What follows belongs to an exercise in optimizing a design on an open flow for small area, a short achievable clock period and few clock cycles; a production flow would make more cautious choices.
Only simulation tests tie the RTL to the original design; equivalence was not proved.
Power and IR drop assume default switching activity.

Setup of 07-13:
==> flow/design.v <==
module lsxgt_value_encoder (
    input  wire        clk,
    input  wire        rst,         
    input  wire [2:0]  dt,          
    input  wire        in_valid,
    output wire        in_ready,
    input  wire [7:0]  in_data,     
    input  wire        in_end,      
    output wire        out_valid,
    input  wire        out_ready,
    output wire [7:0]  out_data,    
    output wire        out_end,     
    output wire [1:0]  out_err,     
    output wire [15:0] out_pos      
);
    reg         rdy;        
    reg         r_valid;
    reg  [3:0]  r_d;        
    reg         r_digit;    
    reg         r_comma;
    reg         r_end;
    reg  [2:0]  r_dt;
    reg  [71:0] ps;         
    reg         fresh;      
    reg         bad;        
    reg         ovf;        
    reg  [2:0]  pdt;        
    reg  [15:0] pos;        
    reg         pinc;       
    reg         pclr;       
    reg         drain;      
    reg         hold;       
    reg         hend;       
    reg         stall;      
    reg         obusy, oH0, oH1, oV, oE;
    reg         olast;      
    reg         onov;       
    reg         oend;       
    reg  [1:0]  oerr;
    reg         oerrv;      
    reg  [7:0]  ob;         
    reg  [7:0]  nb;         
    reg         ocy;        
    reg  [7:1]  own;        
    function [3:0] carry10;
        input [8:0] x;
        begin
            carry10[3] = (x >= 9'd205);
            carry10[2] = (x >= 9'd103) && (x < 9'd205);
            carry10[1] = ((x >= 9'd52) && (x < 9'd103)) || ((x >= 9'd154) && (x < 9'd205)) ||
                         (x >= 9'd256);
            carry10[0] = ((x >= 9'd26) && (x < 9'd52)) || ((x >= 9'd77) && (x < 9'd103)) ||
                         ((x >= 9'd128) && (x < 9'd154)) || ((x >= 9'd180) && (x < 9'd205)) ||
                         ((x >= 9'd231) && (x < 9'd256));
        end
    endfunction
    integer j;
    wire [7:0] own0 = {own, 1'b0};           
    wire ovf_set = !fresh && !own[7] && (ps[71:63] >= 9'd26);
    reg [8:0] pcy;
    reg [7:0] ge;
    always @(*) begin : resolve
        reg [8:0] v;
        reg       any;
        pcy[0] = 1'b0;
        for (j = 0; j < 8; j = j + 1) begin
            v = ps[9*j +: 9];
            pcy[j+1] = v[8] | ((&v[7:0]) & pcy[j]);
        end
        any = 1'b0;
        ge[0] = 1'b1;
        for (j = 7; j >= 1; j = j - 1) begin
            any = any | (ps[9*j +: 9] != 9'd0);
            ge[j] = any | pcy[j];
        end
    end
    reg [7:1] bown;
    reg       novalue;
    always @(*) begin
        novalue = 1'b0;
        case (pdt)
            3'd0: bown = 7'b0000000;
            3'd1: begin
                bown = ge[7] ? 7'b1111111 : ge[5] ? 7'b0011111 : ge[3] ? 7'b0000111 : 7'b0000001;
                novalue = !ge[1];
                if (!ge[1]) bown = 7'b0000000;
            end
            3'd2: bown = ge[6] ? 7'b1111111 : ge[4] ? 7'b0011111 : ge[2] ? 7'b0000111 : 7'b0000001;
            3'd3: bown = ge[4] ? 7'b1111111 : 7'b0000111;
            default: bown = 7'b1111111;
        endcase
    end
    wire [7:1] rd = own & ~own0[6:0];
    reg  [8:0] rsel;
    always @(*) begin
        rsel = 9'd0;
        for (j = 1; j < 8; j = j + 1)
            rsel = rsel | ({9{rd[j]}} & ps[9*j +: 9]);
    end
    wire [7:0] rbyte = rsel[7:0] + {7'd0, ocy};
    wire       rcout = rsel[8] | ((&rsel[7:0]) & ocy);
    wire blocked  = hold || stall || oerrv;
    wire r_free   = !(r_valid && blocked);
    wire beat_in  = r_valid && !blocked;       
    wire in_end_r = r_end;
    wire is_digit = r_digit;
    wire term     = r_end || r_comma;
    wire digit_in = beat_in && !term;
    wire act      = beat_in && term && !drain;
    wire p_unknown = (pdt >= 3'd5);
    wire p_err     = p_unknown || bad || ovf || pcy[8];
    wire [1:0] p_code = p_unknown ? 2'd2 : 2'd1;
    wire ofinal   = oE || (olast && !oend);
    wire deliver  = obusy && out_ready;
    wire can_load = !obusy || (out_ready && ofinal);
    wire step_v   = deliver && (oH1 || oV) && !olast;    
    wire [7:1] rel = {7{step_v}} & rd;
    wire [7:0] rel0 = {rel, 1'b0};
    wire now_item = act && (!fresh || in_end_r);
    wire attach   = !hold && now_item && fresh && !can_load && !oE && !oend;
    wire go_hold  = !hold && now_item && !can_load && !attach;
    wire load     = can_load && (hold || now_item);
    wire iend     = hold ? hend : in_end_r;
    wire blk      = !fresh && !p_err;
    wire errk     = !fresh && p_err;
    wire fin      = (act && !go_hold && !hold) || (hold && can_load);
    wire [7:1] own_n = own & ~rel;
    wire       fresh_n = fin || (fresh && !digit_in) || (beat_in && drain && in_end_r);
    wire       errv_n = can_load ? (load && errk) : oerrv;
    wire       r_valid_n = r_free ? in_valid : r_valid;
    reg        stall_n;
    always @(*) begin
        stall_n = 1'b0;
        for (j = 1; j < 8; j = j + 1)
            if (own_n[j] && !own0[j-1] &&
                (ps[9*(j-1) +: 9] >= 9'd2))
                stall_n = 1'b1;
        if (fresh || fresh_n)
            stall_n = 1'b0;
    end
    reg [71:0] d_ps;
    always @(*) begin : step
        reg [8:0]  v, vp, n;
        reg [3:0]  b;
        reg [4:0]  x, xp, lo;
        reg        take, keep;
        for (j = 0; j < 8; j = j + 1) begin
            v  = ps[9*j +: 9];
            vp = (j == 0) ? 9'd0 : ps[9*(j-1) +: 9];
            b  = (j == 0) ? r_d : (own0[j-1] ? 4'd0 : carry10(vp));
            x  = v[4:0] + v[6:2];
            xp = v[4:0] + v[6:2] + 5'd2;
            lo = {1'b0, x[0], v[1:0], 1'b0} + {1'b0, b};
            n  = lo[4] ? {(&x[4:1]), xp[4:1], lo[3:0]} : {1'b0, x[4:1], lo[3:0]};
            take = digit_in && !own0[j];
            keep = !take && !rel0[j];
            d_ps[9*j +: 9] = ({9{take && !fresh}} & n) | ({9{keep}} & v) |
                             ((j == 0 && take && fresh) ? {5'd0, r_d} : 9'd0);
        end
    end
    always @(posedge clk) begin
        if (r_free) begin
            r_d     <= in_data[3:0];
            r_digit <= (in_data >= 8'h30) && (in_data <= 8'h39);
            r_comma <= (in_data == 8'h2C);
            r_end   <= in_end;
            r_dt    <= dt;
        end
        if (rst) begin
            rdy     <= 1'b1;
            r_valid <= 1'b0;
        end else begin
            rdy     <= !(r_valid_n && (go_hold || (hold && !can_load) || errv_n || stall_n));
            r_valid <= r_valid_n;
        end
        if (rst) begin
            fresh <= 1'b1;
            bad   <= 1'b0;
            ovf   <= 1'b0;
            pos   <= 16'd0;
            pinc  <= 1'b0;
            pclr  <= 1'b0;
            drain <= 1'b0;
            hold  <= 1'b0;
            stall <= 1'b0;
        end else begin
            stall <= stall_n;
            if (digit_in) begin
                fresh <= 1'b0;
                if (!is_digit) bad <= 1'b1;
                if (ovf_set) ovf <= 1'b1;
            end
            if (fin) begin
                fresh <= 1'b1;
                bad   <= 1'b0;
                ovf   <= 1'b0;
                if (load && errk)
                    drain <= !iend;
            end
            if (beat_in && !drain && (pinc || pclr)) begin
                pos  <= pclr ? 16'd0 : pos + 16'd1;
                pinc <= 1'b0;
                pclr <= 1'b0;
            end
            if (act) begin
                pinc <= !in_end_r;
                pclr <= in_end_r;
            end
            if (beat_in && drain && in_end_r) begin
                drain <= 1'b0;
                fresh <= 1'b1;
                bad   <= 1'b0;
                ovf   <= 1'b0;
                pinc  <= 1'b0;
                pclr  <= 1'b1;
            end
            if (go_hold)
                hold <= 1'b1;
            else if (can_load)
                hold <= 1'b0;
        end
        if (go_hold)
            hend <= in_end_r;
        if (digit_in)
            pdt <= r_dt;
        ps <= d_ps;
        if (rst) begin
            obusy <= 1'b0;
            oH0 <= 1'b0; oH1 <= 1'b0; oV <= 1'b0; oE <= 1'b0;
            oerr <= 2'd0;
            oerrv <= 1'b0;
            own  <= 7'd0;
        end else if (can_load) begin
            obusy <= load;
            oH0   <= load && blk;
            oH1   <= 1'b0;
            oV    <= 1'b0;
            oE    <= load && !blk;
            oerr  <= (load && errk) ? p_code : 2'd0;
            oerrv <= load && errk;
            oend  <= iend;
            olast <= 1'b0;
            onov  <= novalue;
            own   <= (load && blk) ? bown : 7'd0;
            ocy   <= ps[8];
            ob    <= (pdt == 3'd0) ? 8'h01 : 8'h20;
            nb    <= ps[7:0];
        end else begin
            if (attach)
                oend <= 1'b1;
            own <= own_n;
            if (deliver) begin
                if (oH0) begin
                    oH0   <= 1'b0;
                    oH1   <= 1'b1;
                    ob    <= 8'h00;
                    olast <= onov;
                end
                if (oH1 || oV) begin
                    oH1 <= 1'b0;
                    if (olast) begin
                        oV  <= 1'b0;
                        oE  <= 1'b1;
                    end else begin
                        oV    <= 1'b1;
                        ob    <= nb;
                        nb    <= rbyte;
                        ocy   <= rcout;
                        olast <= (own == 7'd0);
                    end
                end
            end
        end
    end
    assign in_ready  = rdy;
    assign out_valid = obusy;
    assign out_end   = oE;
    assign out_data  = ob;
    assign out_err   = oerr;
    assign out_pos   = oerrv ? pos : 16'd0;
endmodule
Settings: LEC_CHECK=0, CAP_MARGIN=20, CORE_MARGIN=2, CORE_UTILIZATION=40, CTS_BUF_LIST=sky130_fd_sc_hd__clkbuf_8, SETUP_SLACK_MARGIN=2.5, SLEW_MARGIN=20; clock period 5.0 ns.
standard.sh (not shown) runs the stock make flow with config.mk's settings and CLKGATE_MAP_FILE= SYNTH_SCRIPT=/design/flow/synth_recipe.tcl, a recipe that flattens the netlist after the stock synthesis.
==> flow/flow/run.sh <==
#!/bin/bash
# The standard layout (standard.sh), with one change: the port buffers
# that global placement inserts are sky130_fd_sc_hd__buf_2 instead of the cell
# buffer_ports picks by default (the delay cell clkdlybuf4s50_1).
set -euo pipefail
bash standard.sh "BUFFER_PORTS_ARGS=-buffer_cell sky130_fd_sc_hd__buf_2" finish > standard_flow.log 2>&1
The flow did not stop early for 07-13: all stages ran, and the layout cleared the timing, design-rule and antenna checks.
Testbench counts of 07-13, summed over its fixed seeds: cycles 28,140.
The inputs of 04-11 differ from those of 07-13 as listed below.
diff --git a/flow/design.v b/flow/design.v
--- a/flow/design.v
+++ b/flow/design.v
@@ -40,7 +40,7 @@
     reg         oerrv;      
     reg  [7:0]  ob;         
     reg  [7:0]  nb;         
-    reg         ocy;        
+    reg  [7:1]  oc;         
     reg  [7:1]  own;        
     function [3:0] carry10;
         input [8:0] x;
@@ -91,14 +91,17 @@
         endcase
     end
     wire [7:1] rd = own & ~own0[6:0];
-    reg  [8:0] rsel;
+    reg  [7:0] rsel;
+    reg        rcy;
     always @(*) begin
-        rsel = 9'd0;
-        for (j = 1; j < 8; j = j + 1)
-            rsel = rsel | ({9{rd[j]}} & ps[9*j +: 9]);
-    end
-    wire [7:0] rbyte = rsel[7:0] + {7'd0, ocy};
-    wire       rcout = rsel[8] | ((&rsel[7:0]) & ocy);
+        rsel = 8'd0;
+        rcy  = 1'b0;
+        for (j = 1; j < 8; j = j + 1) begin
+            rsel = rsel | ({8{rd[j]}} & ps[9*j +: 8]);
+            rcy  = rcy | (rd[j] & oc[j]);
+        end
+    end
+    wire [7:0] rbyte = rsel + {7'd0, rcy};
     wire blocked  = hold || stall || oerrv;
     wire r_free   = !(r_valid && blocked);
     wire beat_in  = r_valid && !blocked;       
@@ -142,16 +145,14 @@
     always @(*) begin : step
         reg [8:0]  v, vp, n;
         reg [3:0]  b;
-        reg [4:0]  x, xp, lo;
+        reg [7:0]  m;
         reg        take, keep;
         for (j = 0; j < 8; j = j + 1) begin
             v  = ps[9*j +: 9];
             vp = (j == 0) ? 9'd0 : ps[9*(j-1) +: 9];
             b  = (j == 0) ? r_d : (own0[j-1] ? 4'd0 : carry10(vp));
-            x  = v[4:0] + v[6:2];
-            xp = v[4:0] + v[6:2] + 5'd2;
-            lo = {1'b0, x[0], v[1:0], 1'b0} + {1'b0, b};
-            n  = lo[4] ? {(&x[4:1]), xp[4:1], lo[3:0]} : {1'b0, x[4:1], lo[3:0]};
+            m  = {v[4:0], 3'd0} + {v[6:0], 1'd0};       
+            n  = {1'b0, m} + {5'd0, b};
             take = digit_in && !own0[j];
             keep = !take && !rel0[j];
             d_ps[9*j +: 9] = ({9{take && !fresh}} & n) | ({9{keep}} & v) |
@@ -242,7 +243,7 @@
             olast <= 1'b0;
             onov  <= novalue;
             own   <= (load && blk) ? bown : 7'd0;
-            ocy   <= ps[8];
+            oc    <= pcy[7:1];
             ob    <= (pdt == 3'd0) ? 8'h01 : 8'h20;
             nb    <= ps[7:0];
         end else begin
@@ -265,7 +266,6 @@
                         oV    <= 1'b1;
                         ob    <= nb;
                         nb    <= rbyte;
-                        ocy   <= rcout;
                         olast <= (own == 7'd0);
                     end
                 end
Findings:
[compare] base=07-13 new=04-11: worst slew margin relative to its limit went up; worst setup slack after layout decreased 130 ps; area taken by flip-flops and latches went up by 190 µm². 04-11 against 07-13: total power moved up; static leakage moved up; sequential power moved up. 07-13 → 04-11: count of nets after finishing increased by about 2.7% relative to the old numbers, chip width closely matched the old numbers. The multi-input combinational cell count in 04-11 was lower than what 07-13 gave. Core region area: 07-13 vs 04-11, no meaningful difference. Comparing 04-11 and 07-13, the higher share of total power in the clock network was measured on 07-13. Run comparison: 04-11 slowest cell on the critical path sky130_fd_sc_hd__dfxtp_4; 07-13 slowest cell on the critical path sky130_fd_sc_hd__nor4_4. Between 07-13 and 04-11, the die outline area figures differ only marginally. 04-11 ends up with a detailed-routed wire length on met3 that is about 20% higher than in 07-13.
Testbench counts of 04-11, summed over its fixed seeds: cycles 28,140.

RTL: the design.v shown in full above, as it stands there.
clock: 5.0 ns
lec_check: 0
cap_margin: 20
core_margin: 2
core_utilization: 40
cts_buf_list: sky130_fd_sc_hd__clkbuf_8
setup_slack_margin: 2.3
slew_margin: 20
Scripts as last shown in full above: flow/flow/run.sh
Testbench counts at the start, summed over its fixed seeds: cycles 28,140.
Edit:
--- a/flow/design.v
+++ b/flow/design.v
@@ -39,9 +39,9 @@
     reg  [1:0]  oerr;
     reg         oerrv;      
     reg  [7:0]  ob;         
     reg  [7:0]  nb;         
-    reg         ocy;        
+    reg  [7:1]  oc;         
     reg  [7:1]  own;        
     function [3:0] carry10;
         input [8:0] x;
         begin
@@ -90,16 +90,19 @@
             default: bown = 7'b1111111;
         endcase
     end
     wire [7:1] rd = own & ~own0[6:0];
-    reg  [8:0] rsel;
+    reg  [7:0] rsel;
+    reg        rcy;
     always @(*) begin
-        rsel = 9'd0;
-        for (j = 1; j < 8; j = j + 1)
-            rsel = rsel | ({9{rd[j]}} & ps[9*j +: 9]);
-    end
-    wire [7:0] rbyte = rsel[7:0] + {7'd0, ocy};
-    wire       rcout = rsel[8] | ((&rsel[7:0]) & ocy);
+        rsel = 8'd0;
+        rcy  = 1'b0;
+        for (j = 1; j < 8; j = j + 1) begin
+            rsel = rsel | ({8{rd[j]}} & ps[9*j +: 8]);
+            rcy  = rcy | (rd[j] & oc[j]);
+        end
+    end
+    wire [7:0] rbyte = rsel + {7'd0, rcy};
     wire blocked  = hold || stall || oerrv;
     wire r_free   = !(r_valid && blocked);
     wire beat_in  = r_valid && !blocked;       
     wire in_end_r = r_end;
@@ -141,18 +144,16 @@
     reg [71:0] d_ps;
     always @(*) begin : step
         reg [8:0]  v, vp, n;
         reg [3:0]  b;
-        reg [4:0]  x, xp, lo;
+        reg [7:0]  m;
         reg        take, keep;
         for (j = 0; j < 8; j = j + 1) begin
             v  = ps[9*j +: 9];
             vp = (j == 0) ? 9'd0 : ps[9*(j-1) +: 9];
             b  = (j == 0) ? r_d : (own0[j-1] ? 4'd0 : carry10(vp));
-            x  = v[4:0] + v[6:2];
-            xp = v[4:0] + v[6:2] + 5'd2;
-            lo = {1'b0, x[0], v[1:0], 1'b0} + {1'b0, b};
-            n  = lo[4] ? {(&x[4:1]), xp[4:1], lo[3:0]} : {1'b0, x[4:1], lo[3:0]};
+            m  = {v[4:0], 3'd0} + {v[6:0], 1'd0};       
+            n  = {1'b0, m} + {5'd0, b};
             take = digit_in && !own0[j];
             keep = !take && !rel0[j];
             d_ps[9*j +: 9] = ({9{take && !fresh}} & n) | ({9{keep}} & v) |
                              ((j == 0 && take && fresh) ? {5'd0, r_d} : 9'd0);
@@ -241,9 +242,9 @@
             oend  <= iend;
             olast <= 1'b0;
             onov  <= novalue;
             own   <= (load && blk) ? bown : 7'd0;
-            ocy   <= ps[8];
+            oc    <= pcy[7:1];
             ob    <= (pdt == 3'd0) ? 8'h01 : 8'h20;
             nb    <= ps[7:0];
         end else begin
             if (attach)
@@ -264,9 +265,8 @@
                     end else begin
                         oV    <= 1'b1;
                         ob    <= nb;
                         nb    <= rbyte;
-                        ocy   <= rcout;
                         olast <= (own == 7'd0);
                     end
                 end
             end
=> The new run passed the timing, design-rule and antenna checks. Power increases by a few percent. Global-route usage is higher by 0.25 points. Maximum frequency shrinks by a few percent. Worst setup slack degrades by 0.15 ns. Synthesized area stays flat.
Testbench counts after the change, summed over its fixed seeds: cycles 28,140.

==> static timing again, ports no longer ideal <==
In the flow no input, the clock included, has a driving cell. The finished layouts below were timed again as built, in two steps.
Step 1 sets driving cells, clkbuf_16 on the clock port and buf_2 on the other inputs (assumed; they add their load-dependent delay and slew).
Step 2 times the ports against the registers' clock, not the clock port: input delays grow and output delays shrink by t, the midpoint of the rising clock arrivals with the driver on.
a / b / c = ideal / step 1 / step 2; a / b = the first two.
run | t (ns) | slack for setup (ns) | worst register clock-pin slew, ns | worst slew at a driven data input, ns
07-13 | 0.504 | 2.495 / 2.495 / 2.154 | 0.10 / 0.10 | 0.04
04-11 | 0.497 | 2.365 / 2.365 / 2.063 | 0.10 / 0.10 | 0.04
the first run of note 2 | 0.498 | 2.442 / 2.442 / 2.171 | 0.10 / 0.10 | 0.04
the second run of note 2 | 0.496 | 2.288 / 2.288 / 2.004 | 0.11 / 0.11 | 0.04
After both steps every run listed still meets setup and hold. For 07-13, which loses most, drivers alone change the setup slack by 0.000 ns; drivers and shift together by -0.341 ns.
